Background: an optimization exercise with open tools, aiming at small area, a short achievable clock period and few clock cycles. Do not read the settings as production practice.
Function was checked by simulation only, so behaviour that the tests miss may differ from the original.

rev 12:
==> flow/design.v (excerpt) <==
module bxc_acc (
    input  wire        clk,
    input  wire        rst,           
    input  wire        start,
    input  wire        cfg_b58,       
    input  wire        cfg_decode,    
    input  wire [8:0]  cfg_radix,     
    input  wire        in_valid,
    input  wire [8:0]  in_data,
    output wire        in_ready,
    output wire        out_valid,
    output wire [9:0]  out_data,
    input  wire        out_ready,
    output wire        busy,
    output reg  [2:0]  err_code,
    output reg  [31:0] err_pos
);
Size in the first run: ~7200 cells after synthesis.
Settings: LEC_CHECK=0, CAP_MARGIN=70, CORE_MARGIN=2, CORE_UTILIZATION=40, PLACE_DENSITY=0.6, SLEW_MARGIN=70, SYNTH_HIERARCHICAL=1; clock period 36.0 ns.
standard.sh (not shown) runs the stock make flow with config.mk's settings and CLKGATE_MAP_FILE= SYNTH_SCRIPT=/design/flow/synth_recipe.tcl, a recipe that flattens the netlist after the stock synthesis.
==> flow/flow/run.sh <==
#!/bin/bash
# Layout flow: the standard ORFS flow (standard.sh, synthesis unchanged),
# with the port buffers built from sky130_fd_sc_hd__buf_2 cells instead of the
# delay-buffer cells buffer_ports picks by default. Every input and output
# port still gets its own buffer.
set -euo pipefail
export BUFFER_PORTS_ARGS="-buffer_cell sky130_fd_sc_hd__buf_2"
bash standard.sh finish > standard_flow.log 2>&1
Rev 12 closes out successfully: all stages finished, all timing, DRC and antenna checks passed.
Testbench counts of rev 12, summed over its fixed seeds: cycles 47,093.
Setup changes, rev 12 to rev 13
--- a/flow/design.v
+++ b/flow/design.v
@@ -248,24 +248,22 @@
             if (x <= S)         lfit = 6'd0;
             else if (l >= NA)   lfit = NA[5:0];
             else if (a <= FINE) lfit = {l[5:1], 1'b0};
             else                lfit = {l[5:2], 2'b00};
         end
     endfunction
     wire [5:0] L_lo    = lfit({1'b0, len} + {1'b0, grow});
     wire [5:0] L_hi    = lfit({1'b0, Lr} + {1'b0, grow});
     wire [5:0] L_ext   = (jx_nz && jx_ok) ? L_hi : L_lo;
     wire [511:0] V = {X, R};
-    reg  [6:0] w0;
-    wire [6:0] len_nx  = (run && len_up) ? jx + 7'd1 : len;
-    wire [6:0] ph_nx   = ph_last ? 7'd0 : ph + 7'd1;
-    wire [7:0] w0_t    = {1'b0, len_nx} - 8'd1 - {1'b0, ph_nx};
+    wire [7:0] w0_t    = {1'b0, len} - 8'd1 - {1'b0, ph};
+    wire [6:0] w0      = w0_t[7] ? w0_t[6:0] + Lr : w0_t[6:0];
     wire [6:0] rd_w    = (state == ST_OUT) ? wr : w0;
     wire [6:0] rd_off  = rd_w - {1'b0, L};
     wire [5:0] rd_idx  = (rd_w < {1'b0, L}) ? rd_w[5:0] : (6'd63 - rd_off[5:0]);
     wire [7:0] rd_cell = V[8*rd_idx +: 8];
     wire [7:0] rd_char = (lb58 && !ldec) ? rom58(rd_cell[5:0]) : rd_cell;
     wire drained = in_stop && nq == 0 && !use_raw && pact == {B{1'b0}} && ph >= S;
     wire cfg_ok = cfg_b58 || (cfg_radix >= 9'd2 && cfg_radix <= 9'd256);
     wire [NBW:0] q_after  = {1'b0, (bnd ? {NBW{1'b0}} : nq)} + {{NBW{1'b0}}, sym_q};
     wire         rdy_room = !end_taken && !(raw_v && raw_eos) && !stop_in && !sym_bad && (q_after < B);
     wire         rdy_full = (q_after >= B - 1);
@@ -324,21 +322,20 @@
                 cs_cur  <= cs_cur  + {7'd0, sym_cnt};
                 if (sym_q) begin
                     for (j = 0; j < B; j = j + 1)
                         if (nq == j) qb[8*j +: 8] <= raw_val;
                     nq     <= nq + 1'b1;
                 end
             end
             grow <= grom(ldec, lr[8:3]);
             nlr  <= 10'd0 - {1'b0, lr};
             nlr1 <= nlr;
-            w0 <= w0_t[7] ? w0_t[6:0] + Lr : w0_t[6:0];
             fst_r <= {fst_r[S-2:0], bnd};
             for (j = 0; j < S; j = j + 1) begin
                 if (j == 0 ? bnd : fst_r[j-1])
                     act_r[j] <= (j == 0) ? (nq != 0) : pact[j/2];
             end
             if (bnd) begin
                 Lr0    <= Lr;
                 firstp <= go_first;
             end
             z0_r <= go_first || (run && !bnd && (firstp || (ph + 7'd1 >= Lr0)));
==> summary.txt <==
Rev 13 went all the way through synthesis, placement and routing and the layout is clean on timing, DRC and antenna.
Rev 13 against rev 12: area after synthesis up 2.3%; layout overhead on the synthesized area lost 0.36 points.
Cmp rev 12 and rev 13 / final area / higher: rev 13
In rev 13, the maximum frequency came out 3.6% below the value in rev 12.
Testbench counts of rev 13, summed over its fixed seeds: cycles 47,093.

==> afterwards: timing with drivers on the ports <==
No port has a modelled driver above. Below, the same layouts with a new extraction and two added sets of constraints.
Step 1: set_driving_cell puts a clkbuf_16 on clk and a buf_2 on each other input, an assumption about the parent block.
Step 2 moves the port delays by t, midway between the first and last clock arrival at a register: inputs arrive t later, outputs are due t later. That takes back most of the time a late clock gives input paths.
Slacks: ideal ports / drivers / drivers and shift; pairs: ideal ports / drivers.
run | t (ns) | slack for setup (ns) | worst setup path after step 2 | slew at the worst register clock pin (ns)
rev 12 | 0.807 | 27.347 / 27.269 / 26.699 | input to register | 0.07 / 0.07
rev 13 | 0.786 | 27.021 / 27.021 / 26.956 | input to register | 0.07 / 0.07
After both steps setup and hold are still met in every run listed. For rev 12, which loses most, drivers alone change the setup slack by -0.078 ns; drivers and shift together by -0.648 ns.
